From an optimization exercise on the open Yosys and OpenROAD flow, aimed at small area, a short achievable clock period and few clock cycles; shortcuts taken in it are not production practice. Only simulation tests tie the RTL to the original design; equivalence was not proved. Power is estimated from default activity; no workload was simulated.

==> inputs of 05-19 <==
// slida_codec
module slida_codec (
    input  wire        clk,
    input  wire        rst,
    input  wire        req_valid,
    output wire        req_ready,
    input  wire [31:0] req_word,
    output reg         resp_valid,
    output reg  [3:0]  resp_status,
    output reg  [7:0]  resp_r0,
    output reg  [7:0]  resp_r1,
    output reg  [7:0]  resp_r2,
    output reg  [8:0]  resp_r3
);
export LEC_CHECK = 0
export CAP_MARGIN = 30
export CORE_MARGIN = 2
export CORE_UTILIZATION = 50
export CTS_CLUSTER_DIAMETER = 80
export CTS_CLUSTER_SIZE = 24
export PLACE_DENSITY = 0.62
export SLEW_MARGIN = 30
create_clock -name core_clock -period 10.0 [get_ports {clk}]
standard.sh (not shown) runs the stock make flow with config.mk's settings and CLKGATE_MAP_FILE= SYNTH_SCRIPT=/design/flow/synth_recipe.tcl, a recipe that flattens the netlist after the stock synthesis.
==> flow/flow/run.sh <==
#!/bin/bash
set -euo pipefail
bash standard.sh SETUP_SLACK_MARGIN=6.5 finish > standard.log 2>&1
==> 05-10 (differences from 05-19) <==
--- a/flow/design.v
+++ b/flow/design.v
@@ -91,26 +91,27 @@
     reg [31:0] q0, q1;
     reg [12:0] oh;
     assign req_ready = !q1v;
     wire accept = req_valid && !q1v;
     wire [7:0] qa = q0[15:8];
     wire [7:0] qb = q0[23:16];
     wire [7:0] qc = q0[31:24];
-    reg  [5:0] sr_a;
     reg  [1:0] m_ph;        
     reg        m_rng;       
     reg  [6:0] m_idx;       
+    reg  [6:0] m_pn;        
     reg        m_ecmd, m_elen, m_fast;
-    reg  [7:0] m_c;         
+    reg  [7:0] m_c0, m_c;   
     reg  [8:0] m_lenb;      
     reg  [6:0] pf_pos;      
     reg  [6:0] p_lag;       
     reg  [6:0] p_rem;       
     reg        pb_v;        
     reg  [7:0] pb;
+    reg  [6:0] pb_pos;
     reg  [6:0] p_off;       
     reg        p_fs, p_esc, p_ovf;
     reg  [6:0] p_k;
     reg  [7:0] p_sum, p_cmd, p_len, p_b3;
     reg  [8:0] p_len3;      
     reg        p_cmd0;      
     reg        p_cpl;       
@@ -150,14 +151,16 @@
     reg        pvalid;      
     reg  [5:0] pm;
     reg  [7:0] psum;
     reg  [5:0] pesc;
     reg        copy_q;      
     reg        w_arm;       
     reg        w_busy;      
+    reg  [7:0] w_sum;
+    reg  [5:0] w_esc;
     reg  [7:0] w_rd;        
     reg        w_last;
     reg  [6:0] c_j;         
     reg  [5:0] c_fa;        
     reg        c_sec;       
     reg  [6:0] c_w;         
     reg  [7:0] c_cur;       
@@ -190,20 +193,15 @@
     wire       d_ok    = p_cpl && (p_sum == 8'd0);
     wire       d_cz    = d_ok && p_cmd0;
     wire       d_valid = d_ok && !p_cmd0;
     wire       d_full  = (pend == RX_CAP - 1);
     wire       en_fast = (qb == 8'd0) || (pvalid && (qb == {2'b00, pm}));
     wire [7:0] en_sum  = (qb == 8'd0) ? 8'd0 : psum;
     wire [5:0] en_escn = (qb == 8'd0) ? 6'd0 : pesc;
-    wire [7:0] en_ns   = ~en_sum;
-    wire [7:0] en_s1   = qc ^ ~qa ^ ~qb;
-    wire [7:0] en_c1   = {(qc[6:0] & ~qa[6:0]) | (qc[6:0] & ~qb[6:0]) | (~qa[6:0] & ~qb[6:0]), 1'b0};
-    wire [7:0] en_s2   = en_s1 ^ en_c1 ^ en_ns;
-    wire [7:0] en_c2   = {(en_s1[6:0] & en_c1[6:0]) | (en_s1[6:0] & en_ns[6:0]) | (en_c1[6:0] & en_ns[6:0]), 1'b0};
-    wire [7:0] en_c    = en_s2 + en_c2 + 8'd4;
+    wire [7:0] en_c0   = 8'h01 - qa - qb - en_sum;
     wire [8:0] tr_i = {qb[0], qa};
     wire [7:0] rdat = qa % RX_CAP;
     wire [7:0] pk_s = {1'b0, tail} + qa;
     wire [7:0] pk_i = (pk_s >= RX_CAP) ? pk_s - RX_CAP : pk_s;
     wire       sc_hit = sc_we && (sc_wi == qa[5:0]);
     reg        dec_rec;
     reg  [2:0] dec_code;
@@ -276,26 +274,26 @@
                     end
                 end else begin
                     x_retire = 1'b1;
                     x_r0     = e_b0;
                 end
             end
             if (oh[O_RX_ADV]) begin
-                if (m_ph == 2'd2) begin
+                if (m_ph != 2'd0) begin
                     x_retire = 1'b1;
                     if (m_rng) begin
                         x_st = ST_RANGE;
                     end else begin
                         x_tail_we = 1'b1;
                         x_tail    = m_idx;
-                        x_pend    = m_lenb[6:0];
-                        x_r3      = {2'b00, m_lenb[6:0]};
+                        x_pend    = m_pn;
+                        x_r3      = {2'b00, m_pn};
                     end
                 end else begin
-                    x_ph = m_ph + 2'd1;
+                    x_ph = 2'd1;
                 end
             end
             if (oh[O_DECODE]) begin
                 if (p_done && (!e_busy || !k_fs || k_k <= 7'd4 || k_k >= e_k)) begin
                     x_retire = 1'b1;
                     x_dec    = 1'b1;
                     if (!k_fs) begin
@@ -338,15 +336,15 @@
             end
             if (oh[O_SCR_READ]) begin
                 if (qa >= MAX_PACKET) begin
                     x_retire = 1'b1;
                     x_st     = ST_RANGE;
                 end else if (!e_busy || {1'b0, qa[5:0]} < e_j || {1'b0, qa[5:0]} >= e_k) begin
                     x_retire = 1'b1;
-                    x_r0     = sc_hit ? sc_wd : scratch[sr_a];
+                    x_r0     = sc_hit ? sc_wd : scratch[qa[5:0]];
                 end
             end
             if (oh[O_TX_LOAD]) begin
                 x_retire = 1'b1;
                 if (qa >= MAX_DATA)
                     x_st = ST_RANGE;
                 else
@@ -362,15 +360,15 @@
                 end else if (m_elen) begin
                     x_retire = 1'b1;
                     x_st     = ST_ENC_LEN;
                 end else if (m_fast) begin
                     x_retire = 1'b1;
                     x_enc    = 1'b1;
                     x_r0     = m_c;
-                    x_r1     = m_c - qc;
+                    x_r1     = m_c0;
                     x_r3     = m_lenb + {8'd0, is_esc(m_c)};
                 end else begin
                     x_wstart = 1'b1;
                 end
             end
             if (oh[O_TX_READ]) begin
                 if (tr_i >= tx_len) begin
@@ -423,22 +421,22 @@
                     scratch[g] <= k_b3;
                 else if (g >= 4 && sc_we && sc_wi == g)
                     scratch[g] <= sc_wd;
             end
         end
     endgenerate
     wire x_fire = q0v && x_retire;
-    wire       p_lag0  = (p_lag == 7'd0);
-    wire       p_stall = r_v && p_fs && (pb == START);
+    wire       p_byp   = x_rxw && !pb_v && (p_lag == 7'd0);
+    wire [7:0] px      = p_byp ? qa : pb;
+    wire [6:0] ppos    = p_byp ? head : pb_pos;
+    wire       p_stall = r_v && p_fs && (px == START);
+    wire       pv      = (p_byp || pb_v) && !p_stall;
     wire       p_hold  = pb_v && p_stall;
-    wire       p_byp   = x_rxw && !p_hold && p_lag0;
-    wire       p_fetch = !p_hold && !p_lag0;
-    wire [7:0] px      = pb;
-    wire [6:0] ppos    = (pf_pos == 7'd0) ? 7'd79 : pf_pos - 7'd1;    
-    wire       pv      = pb_v && !p_stall;
+    wire       p_fetch = !p_byp && !p_hold && (p_lag != 7'd0);
+    wire       p_efind = pv && p_fs && (px == START);
     wire       p_has   = p_esc || (px != ESCAPE);
     wire [7:0] p_raw   = p_esc ? px + 8'd1 : px;
     wire       p_insum = (p_k <= 7'd3) || ({2'b00, p_k} <= p_len3);
     wire [8:0] p_sumc  = {p_sum, 1'b1} + {px, p_esc};    
     wire       p_keep  = pv && p_fs && (px != START) && p_has && (p_k < MAX_PACKET);
     always @(posedge clk) begin
         if (rst) begin
@@ -483,42 +481,38 @@
                     q1v <= 1'b0;
                 end else begin
                     q0  <= req_word;
                     oh  <= op_decode(req_word[7:0]);
                     q0v <= accept;
                 end
             end else if (accept) begin
+                q1  <= req_word;
                 q1v <= 1'b1;
             end
-            if (!q1v)
-                q1 <= req_word;
-            if ((!q0v || x_fire) && (q1v ? q1[7:0] : req_word[7:0]) == 8'h09)
-                sr_a <= q1v ? q1[13:8] : req_word[13:8];
             resp_valid  <= x_fire;
             resp_status <= x_st;
             resp_r0     <= x_r0;
             resp_r1     <= x_r1;
             resp_r2     <= x_r2;
             resp_r3     <= x_r3;
             m_ph <= x_ph;
             if (q0v && m_ph == 2'd0) begin
-                m_rng  <= oh[O_RX_PEEK] && (qa >= {1'b0, pend});
+                m_rng  <= oh[O_RX_PEEK] ? (qa >= {1'b0, pend}) :
+                          oh[O_RX_ADV]  ? (qa >= RX_CAP || {1'b0, sub80(qa[6:0], tail)} > {1'b0, pend}) :
+                          1'b0;
                 m_idx  <= oh[O_RX_PEEK] ? pk_i[6:0] : oh[O_RX_RDAT] ? rdat[6:0] : qa[6:0];
+                m_pn   <= sub80(head, qa[6:0]);
                 m_ecmd <= (qa == 8'h00);
                 m_elen <= (qb > MAX_DATA);
                 m_fast <= en_fast;
-                m_c    <= en_c;
-                m_lenb <= oh[O_RX_ADV] ? {qa >= RX_CAP, 1'b0, sub80(qa[6:0], tail)} :
-                          9'd4 + {1'b0, qb} + {3'b000, en_escn} +
+                m_c0   <= en_c0;
+                m_c    <= en_c0 + qc;
+                m_lenb <= 9'd4 + {1'b0, qb} + {3'b000, en_escn} +
                           {8'd0, is_esc(qa)} + {8'd0, is_esc(qb)};
             end
-            if (q0v && m_ph == 2'd1 && oh[O_RX_ADV]) begin
-                m_rng  <= m_lenb[8] || (m_lenb[6:0] > pend);
-                m_lenb <= {2'b00, sub80(head, m_idx)};
-            end
             if (x_rxw) begin
                 head <= inc80(head);
                 pend <= pend + 7'd1;
             end
             if (x_tail_we) begin
                 tail <= x_tail;
                 pend <= x_pend;
@@ -544,19 +538,22 @@
             end else begin
                 if (p_byp || p_fetch)
                     pf_pos <= inc80(pf_pos);
                 if (x_rxw && !(p_byp || p_fetch))
                     p_lag <= p_lag + 7'd1;
                 else if (!x_rxw && (p_byp || p_fetch))
                     p_lag <= p_lag - 7'd1;
-                pb_v <= p_fetch || p_byp || p_hold;
-                if (p_fetch)
-                    pb <= pf_pos[0] ? rxo[pf_pos[6:1]] : rxe[pf_pos[6:1]];
-                else if (p_byp)
-                    pb <= qa;
+                pb_v <= p_fetch || p_hold || (p_byp && p_stall);
+                if (p_fetch) begin
+                    pb     <= pf_pos[0] ? rxo[pf_pos[6:1]] : rxe[pf_pos[6:1]];
+                    pb_pos <= pf_pos;
+                end else if (p_byp && p_stall) begin
+                    pb     <= qa;
+                    pb_pos <= head;
+                end
                 if (x_rxw && !pv)
                     p_rem <= p_rem + 7'd1;
                 else if (!x_rxw && pv)
                     p_rem <= p_rem - 7'd1;
                 if (pv) begin
                     p_off <= p_off + 7'd1;
                     if (!p_fs) begin
@@ -663,27 +660,29 @@
             end
             copy_q <= x_enc || x_wstart;
             if (x_wstart) begin
                 w_arm <= 1'b1;
             end else if (w_arm) begin
                 w_arm  <= 1'b0;
                 w_busy <= 1'b1;
-                psum   <= 8'd0;
-                pesc   <= 6'd0;
+                w_sum  <= 8'd0;
+                w_esc  <= 6'd0;
                 w_rd   <= 8'd0;
                 w_last <= 1'b0;
             end else if (w_busy) begin
                 w_rd   <= fr_rd;
                 w_last <= ({2'b00, c_fa} + 8'd1 == qb);
-                psum   <= psum + w_rd;
-                pesc   <= pesc + {5'd0, is_esc(w_rd)};
+                w_sum  <= w_sum + w_rd;
+                w_esc  <= w_esc + {5'd0, is_esc(w_rd)};
                 if (w_last) begin
                     w_busy <= 1'b0;
                     pvalid <= 1'b1;
                     pm     <= qb[5:0];
+                    psum   <= w_sum + w_rd;
+                    pesc   <= w_esc + {5'd0, is_esc(w_rd)};
                 end
             end
             if (x_enc) begin
                 f_cmd  <= qa;
                 f_len  <= qb;
                 f_c    <= m_c;
                 f_end  <= qb[6:0] + 7'd2;
==> flow/run.sh (new file) <==
#!/bin/bash
# synth_recipe.tcl (not shown) runs the flow's synth.tcl, then flattens the netlist and writes it again
# the make line also repeats each setting of config.mk as NAME=value (left out here)
make -C /OpenROAD-flow-scripts/flow DESIGN_CONFIG=/design/flow/config.mk WORK_HOME=/design/flow/orfs CLKGATE_MAP_FILE= SYNTH_SCRIPT=/design/flow/synth_recipe.tcl finish
--- a/flow/config.mk
+++ b/flow/config.mk
@@ -7,8 +7,9 @@
 export LEC_CHECK = 0
 export CAP_MARGIN = 30
 export CORE_MARGIN = 2
 export CORE_UTILIZATION = 50
 export CTS_CLUSTER_DIAMETER = 80
 export CTS_CLUSTER_SIZE = 24
 export PLACE_DENSITY = 0.62
+export SETUP_SLACK_MARGIN = 5
 export SLEW_MARGIN = 30
removed: flow/flow/run.sh
removed: flow/standard.sh
==> run summary <==
In 05-10 the first-iteration DRC count is lower than in 05-19, by about 8%. Between 05-19 and 05-10, the lower via count is in 05-10 (gap 4.1%, measured against 05-10). Against 05-19, the cell area of 05-10 is smaller by 5.1%. Clock skew: 05-10 is lower than 05-19 (0.0095 ns). 05-19 passed the timing, DRC and antenna checks. 05-10 ran to the end with no violations. In 05-10 the clock power is higher than in 05-19, by about 3.5%. Between 05-19 and 05-10, the lower routed wire length is in 05-10 (gap about 5%, measured against 05-10). Worst hold slack: 05-10 is higher than 05-19 (0.0010 ns). Final cell count: 05-19 is larger than 05-10 (5.2%).
Testbench counts of 05-19, summed over its fixed seeds: cycles 25,517.
Testbench counts of 05-10, summed over its fixed seeds: cycles 25,441.

* * *

==> job 2834 <==
slida_codec, a different RTL version from the one above (not shown whole).
clock: 10.0 ns
lec_check: 0
cap_margin: 30
core_margin: 2
core_utilization: 50
cts_cluster_diameter: 80
cts_cluster_size: 24
place_density: 0.62
slew_margin: 30
==> flow/flow/run.sh <==
#!/bin/bash
set -euo pipefail
bash standard.sh SETUP_SLACK_MARGIN=6.5 finish > standard.log 2>&1
==> job 3646 (differences from job 2834) <==
--- a/flow/design.v
+++ b/flow/design.v
@@ -90,16 +90,17 @@
     reg        q0v, q1v;
     reg [31:0] q0, q1;
     reg [12:0] oh;
     assign req_ready = !q1v;
     wire accept = req_valid && !q1v;
     wire [7:0] qa = q0[15:8];
     wire [7:0] qb = q0[23:16];
     wire [7:0] qc = q0[31:24];
+    reg  [5:0] sr_a;
     reg  [1:0] m_ph;        
     reg        m_rng;       
     reg  [6:0] m_idx;       
     reg        m_ecmd, m_elen, m_fast;
     reg  [7:0] m_c;         
     reg  [8:0] m_lenb;      
     reg  [6:0] pf_pos;      
     reg  [6:0] p_lag;       
@@ -176,17 +177,22 @@
     reg        x_eld;           
     wire       d_ok    = p_cpl && (p_sum == 8'd0);
     wire       d_cz    = d_ok && p_cmd0;
     wire       d_valid = d_ok && !p_cmd0;
     wire       d_full  = (pend == RX_CAP - 1);
     wire       en_fast = (qb == 8'd0) || (pvalid && (qb == {2'b00, pm}));
     wire [7:0] en_sum  = (qb == 8'd0) ? 8'd0 : psum;
     wire [5:0] en_escn = (qb == 8'd0) ? 6'd0 : pesc;
-    wire [7:0] en_c0   = 8'h01 - qa - qb - en_sum;
+    wire [7:0] en_ns   = ~en_sum;
+    wire [7:0] en_s1   = qc ^ ~qa ^ ~qb;
+    wire [7:0] en_c1   = {(qc[6:0] & ~qa[6:0]) | (qc[6:0] & ~qb[6:0]) | (~qa[6:0] & ~qb[6:0]), 1'b0};
+    wire [7:0] en_s2   = en_s1 ^ en_c1 ^ en_ns;
+    wire [7:0] en_c2   = {(en_s1[6:0] & en_c1[6:0]) | (en_s1[6:0] & en_ns[6:0]) | (en_c1[6:0] & en_ns[6:0]), 1'b0};
+    wire [7:0] en_c    = en_s2 + en_c2 + 8'd4;
     wire [8:0] tr_i = {qb[0], qa};
     wire [7:0] rdat = qa % RX_CAP;
     wire [7:0] pk_s = {1'b0, tail} + qa;
     wire [7:0] pk_i = (pk_s >= RX_CAP) ? pk_s - RX_CAP : pk_s;
     wire       sc_hit = sc_we && (sc_wi == qa[5:0]);
     reg        dec_rec;
     reg  [2:0] dec_code;
     reg  [7:0] dec_cmd, dec_len;
@@ -257,28 +263,28 @@
                         x_ph  = 2'd1;
                     end
                 end else begin
                     x_retire = 1'b1;
                     x_r0     = e_b0;
                 end
             end
             if (oh[O_RX_ADV]) begin
-                if (m_ph != 2'd0) begin
+                if (m_ph == 2'd2) begin
                     x_retire = 1'b1;
                     if (m_rng) begin
                         x_st = ST_RANGE;
                     end else begin
                         x_tail_we = 1'b1;
                         x_tail    = m_idx;
-                        x_pend    = sub80(head, m_idx);
-                        x_r3      = {2'b00, sub80(head, m_idx)};
+                        x_pend    = m_lenb[6:0];
+                        x_r3      = {2'b00, m_lenb[6:0]};
                     end
                 end else begin
-                    x_ph = 2'd1;
+                    x_ph = m_ph + 2'd1;
                 end
             end
             if (oh[O_DECODE]) begin
                 if (p_done && (!e_busy || !p_fs || p_k <= 7'd4 || p_k >= e_k)) begin
                     x_retire = 1'b1;
                     x_dec    = 1'b1;
                     if (!p_fs) begin
                         dec_code = CODE_EMPTY;
@@ -319,17 +325,17 @@
                 end
             end
             if (oh[O_SCR_READ]) begin
                 if (qa >= MAX_PACKET) begin
                     x_retire = 1'b1;
                     x_st     = ST_RANGE;
                 end else if (!e_busy || {1'b0, qa[5:0]} < e_j || {1'b0, qa[5:0]} >= e_k) begin
                     x_retire = 1'b1;
-                    x_r0     = sc_hit ? sc_wd : scratch[qa[5:0]];
+                    x_r0     = sc_hit ? sc_wd : scratch[sr_a];
                 end
             end
             if (oh[O_TX_LOAD]) begin
                 x_retire = 1'b1;
                 if (qa >= MAX_DATA)
                     x_st = ST_RANGE;
                 else
                     x_txl = 1'b1;
@@ -462,38 +468,44 @@
                     q0v <= 1'b1;
                     q1v <= 1'b0;
                 end else begin
                     q0  <= req_word;
                     oh  <= op_decode(req_word[7:0]);
                     q0v <= accept;
                 end
             end else if (accept) begin
-                q1  <= req_word;
                 q1v <= 1'b1;
             end
+            if (!q1v)
+                q1 <= req_word;
+            if ((!q0v || x_fire) && (q1v ? q1[7:0] : req_word[7:0]) == 8'h09)
+                sr_a <= q1v ? q1[13:8] : req_word[13:8];
             resp_valid  <= x_fire;
             resp_status <= x_st;
             resp_r0     <= x_r0;
             resp_r1     <= x_r1;
             resp_r2     <= x_r2;
             resp_r3     <= x_r3;
             m_ph <= x_ph;
             if (q0v && m_ph == 2'd0) begin
-                m_rng  <= oh[O_RX_PEEK] ? (qa >= {1'b0, pend}) :
-                          oh[O_RX_ADV]  ? (qa >= RX_CAP || {1'b0, sub80(qa[6:0], tail)} > {1'b0, pend}) :
-                          1'b0;
+                m_rng  <= oh[O_RX_PEEK] && (qa >= {1'b0, pend});
                 m_idx  <= oh[O_RX_PEEK] ? pk_i[6:0] : oh[O_RX_RDAT] ? rdat[6:0] : qa[6:0];
                 m_ecmd <= (qa == 8'h00);
                 m_elen <= (qb > MAX_DATA);
                 m_fast <= en_fast;
-                m_c    <= en_c0 + qc;
-                m_lenb <= 9'd4 + {1'b0, qb} + {3'b000, en_escn} +
+                m_c    <= en_c;
+                m_lenb <= oh[O_RX_ADV] ? {qa >= RX_CAP, 1'b0, sub80(qa[6:0], tail)} :
+                          9'd4 + {1'b0, qb} + {3'b000, en_escn} +
                           {8'd0, is_esc(qa)} + {8'd0, is_esc(qb)};
             end
+            if (q0v && m_ph == 2'd1 && oh[O_RX_ADV]) begin
+                m_rng  <= m_lenb[8] || (m_lenb[6:0] > pend);
+                m_lenb <= {2'b00, sub80(head, m_idx)};
+            end
             if (x_rxw) begin
                 head <= inc80(head);
                 pend <= pend + 7'd1;
             end
             if (x_tail_we) begin
                 tail <= x_tail;
                 pend <= x_pend;
             end
==> job 1969 (differences from job 2834) <==
--- a/flow/design.v
+++ b/flow/design.v
@@ -90,16 +90,17 @@
     reg        q0v, q1v;
     reg [31:0] q0, q1;
     reg [12:0] oh;
     assign req_ready = !q1v;
     wire accept = req_valid && !q1v;
     wire [7:0] qa = q0[15:8];
     wire [7:0] qb = q0[23:16];
     wire [7:0] qc = q0[31:24];
+    reg  [5:0] sr_a;
     reg  [1:0] m_ph;        
     reg        m_rng;       
     reg  [6:0] m_idx;       
     reg        m_ecmd, m_elen, m_fast;
     reg  [7:0] m_c;         
     reg  [8:0] m_lenb;      
     reg  [6:0] pf_pos;      
     reg  [6:0] p_lag;       
@@ -176,17 +177,22 @@
     reg        x_eld;           
     wire       d_ok    = p_cpl && (p_sum == 8'd0);
     wire       d_cz    = d_ok && p_cmd0;
     wire       d_valid = d_ok && !p_cmd0;
     wire       d_full  = (pend == RX_CAP - 1);
     wire       en_fast = (qb == 8'd0) || (pvalid && (qb == {2'b00, pm}));
     wire [7:0] en_sum  = (qb == 8'd0) ? 8'd0 : psum;
     wire [5:0] en_escn = (qb == 8'd0) ? 6'd0 : pesc;
-    wire [7:0] en_c0   = 8'h01 - qa - qb - en_sum;
+    wire [7:0] en_ns   = ~en_sum;
+    wire [7:0] en_s1   = qc ^ ~qa ^ ~qb;
+    wire [7:0] en_c1   = {(qc[6:0] & ~qa[6:0]) | (qc[6:0] & ~qb[6:0]) | (~qa[6:0] & ~qb[6:0]), 1'b0};
+    wire [7:0] en_s2   = en_s1 ^ en_c1 ^ en_ns;
+    wire [7:0] en_c2   = {(en_s1[6:0] & en_c1[6:0]) | (en_s1[6:0] & en_ns[6:0]) | (en_c1[6:0] & en_ns[6:0]), 1'b0};
+    wire [7:0] en_c    = en_s2 + en_c2 + 8'd4;
     wire [8:0] tr_i = {qb[0], qa};
     wire [7:0] rdat = qa % RX_CAP;
     wire [7:0] pk_s = {1'b0, tail} + qa;
     wire [7:0] pk_i = (pk_s >= RX_CAP) ? pk_s - RX_CAP : pk_s;
     wire       sc_hit = sc_we && (sc_wi == qa[5:0]);
     reg        dec_rec;
     reg  [2:0] dec_code;
     reg  [7:0] dec_cmd, dec_len;
@@ -257,28 +263,28 @@
                         x_ph  = 2'd1;
                     end
                 end else begin
                     x_retire = 1'b1;
                     x_r0     = e_b0;
                 end
             end
             if (oh[O_RX_ADV]) begin
-                if (m_ph != 2'd0) begin
+                if (m_ph == 2'd2) begin
                     x_retire = 1'b1;
                     if (m_rng) begin
                         x_st = ST_RANGE;
                     end else begin
                         x_tail_we = 1'b1;
                         x_tail    = m_idx;
-                        x_pend    = sub80(head, m_idx);
-                        x_r3      = {2'b00, sub80(head, m_idx)};
+                        x_pend    = m_lenb[6:0];
+                        x_r3      = {2'b00, m_lenb[6:0]};
                     end
                 end else begin
-                    x_ph = 2'd1;
+                    x_ph = m_ph + 2'd1;
                 end
             end
             if (oh[O_DECODE]) begin
                 if (p_done && (!e_busy || !p_fs || p_k <= 7'd4 || p_k >= e_k)) begin
                     x_retire = 1'b1;
                     x_dec    = 1'b1;
                     if (!p_fs) begin
                         dec_code = CODE_EMPTY;
@@ -319,17 +325,17 @@
                 end
             end
             if (oh[O_SCR_READ]) begin
                 if (qa >= MAX_PACKET) begin
                     x_retire = 1'b1;
                     x_st     = ST_RANGE;
                 end else if (!e_busy || {1'b0, qa[5:0]} < e_j || {1'b0, qa[5:0]} >= e_k) begin
                     x_retire = 1'b1;
-                    x_r0     = sc_hit ? sc_wd : scratch[qa[5:0]];
+                    x_r0     = sc_hit ? sc_wd : scratch[sr_a];
                 end
             end
             if (oh[O_TX_LOAD]) begin
                 x_retire = 1'b1;
                 if (qa >= MAX_DATA)
                     x_st = ST_RANGE;
                 else
                     x_txl = 1'b1;
@@ -462,38 +468,44 @@
                     q0v <= 1'b1;
                     q1v <= 1'b0;
                 end else begin
                     q0  <= req_word;
                     oh  <= op_decode(req_word[7:0]);
                     q0v <= accept;
                 end
             end else if (accept) begin
-                q1  <= req_word;
                 q1v <= 1'b1;
             end
+            if (!q1v)
+                q1 <= req_word;
+            if ((!q0v || x_fire) && (q1v ? q1[7:0] : req_word[7:0]) == 8'h09)
+                sr_a <= q1v ? q1[13:8] : req_word[13:8];
             resp_valid  <= x_fire;
             resp_status <= x_st;
             resp_r0     <= x_r0;
             resp_r1     <= x_r1;
             resp_r2     <= x_r2;
             resp_r3     <= x_r3;
             m_ph <= x_ph;
             if (q0v && m_ph == 2'd0) begin
-                m_rng  <= oh[O_RX_PEEK] ? (qa >= {1'b0, pend}) :
-                          oh[O_RX_ADV]  ? (qa >= RX_CAP || {1'b0, sub80(qa[6:0], tail)} > {1'b0, pend}) :
-                          1'b0;
+                m_rng  <= oh[O_RX_PEEK] && (qa >= {1'b0, pend});
                 m_idx  <= oh[O_RX_PEEK] ? pk_i[6:0] : oh[O_RX_RDAT] ? rdat[6:0] : qa[6:0];
                 m_ecmd <= (qa == 8'h00);
                 m_elen <= (qb > MAX_DATA);
                 m_fast <= en_fast;
-                m_c    <= en_c0 + qc;
-                m_lenb <= 9'd4 + {1'b0, qb} + {3'b000, en_escn} +
+                m_c    <= en_c;
+                m_lenb <= oh[O_RX_ADV] ? {qa >= RX_CAP, 1'b0, sub80(qa[6:0], tail)} :
+                          9'd4 + {1'b0, qb} + {3'b000, en_escn} +
                           {8'd0, is_esc(qa)} + {8'd0, is_esc(qb)};
             end
+            if (q0v && m_ph == 2'd1 && oh[O_RX_ADV]) begin
+                m_rng  <= m_lenb[8] || (m_lenb[6:0] > pend);
+                m_lenb <= {2'b00, sub80(head, m_idx)};
+            end
             if (x_rxw) begin
                 head <= inc80(head);
                 pend <= pend + 7'd1;
             end
             if (x_tail_we) begin
                 tail <= x_tail;
                 pend <= x_pend;
             end
==> flow/flow/run.sh (replaced) <==
#!/bin/bash
set -euo pipefail
bash standard.sh SETUP_SLACK_MARGIN=6.8 finish > standard.log 2>&1
==> comparison table <==
| quantity | job 1969 | job 2834 | job 3646 |
|---|---|---|---|
| Status | finished clean | finished clean | finished clean |
| Clk power | 6.71 mW | 6.50 mW | 6.67 mW |
| Placement-stage cell area | 118000 µm² | 118000 µm² | 118000 µm² |
| Relative area of clock buffers and inverters in the final design | 3.45% | 3.44% | 3.61% |
| #MultiIn Comb | 4364 | 4408 | 4366 |
| PD cells | 164 nW/µm² | 165 nW/µm² | 168 nW/µm² |
| Largest vdd supply drop | 0.000195 V | 0.000205 V | 0.000188 V |
| Worst hold slack after final layout | 0.408 ns | 0.399 ns | 0.409 ns |
| Non-clock buffer share | 7.91% | 5.55% | 5.25% |
| Finished layout cell area | 135000 µm² | 129000 µm² | 129000 µm² |
| Worst-Margin Slew | 1.10 ns | 1.17 ns | 1.11 ns |
| Peak per-stage delay on the critical path | 0.56 ns | 0.56 ns | 0.44 ns |
| Xor/xnor cell area share of the yosys netlist | 1.72% | 1.81% | 1.72% |
| Sequential fraction of the synthesis area | 67.8% | 67.4% | 67.8% |
| Number of antenna diodes | 9 | 6 | 7 |
| Portion of the clock cycle consumed by the worst path in the final layout | 36.5% | 37.7% | 36.9% |
| Count of TritonRoute iterations in the first routing pass | 6 | 8 | 8 |
| Average detailed-routed wire length per instance | 35.1 µm | 35.2 µm | 35.0 µm |
| Required time of the worst setup path | 8.00 ns | 10.58 ns | 10.54 ns |
Testbench counts of job 2834, summed over its fixed seeds: cycles 26,196.
Testbench counts of job 3646, summed over its fixed seeds: cycles 26,196.
Testbench counts of job 1969, summed over its fixed seeds: cycles 26,196.

-- static timing again, ports no longer ideal --
Ports are ideal in the flow. The routed layouts listed here were re-timed in OpenROAD.
Step 1, drivers: a clkbuf_16 drives clk and a buf_2 each remaining input, both assumed.
Step 2 times the ports against the registers' clock, not the clock port: input delays grow and output delays shrink by t, the midpoint of the rising clock arrivals with the driver on.
Three values: ideal ports, drivers, drivers and shift; two values: the first two.
run	t, ns	setup WS [ns]	hold WS [ns]	worst register clock-pin slew, ns	pins driven straight from the clock port
05-19	0.933	6.085 / 6.085 / 5.537	0.395 / 0.395 / 0.395	0.10 / 0.10	1
05-10	0.965	5.051 / 5.051 / 4.459	0.396 / 0.396 / 0.396	0.10 / 0.10	1
job 2834	0.930	6.234 / 6.234 / 5.734	0.399 / 0.399 / 0.399	0.10 / 0.10	1
job 3646	0.932	6.311 / 6.311 / 5.568	0.409 / 0.409 / 0.409	0.10 / 0.10	1
job 1969	0.929	6.353 / 6.265 / 5.869	0.408 / 0.408 / 0.408	0.11 / 0.11	1
After both steps every run listed still meets setup and hold. For job 3646, which loses most, drivers alone change the setup slack by 0.000 ns; drivers and shift together by -0.743 ns.
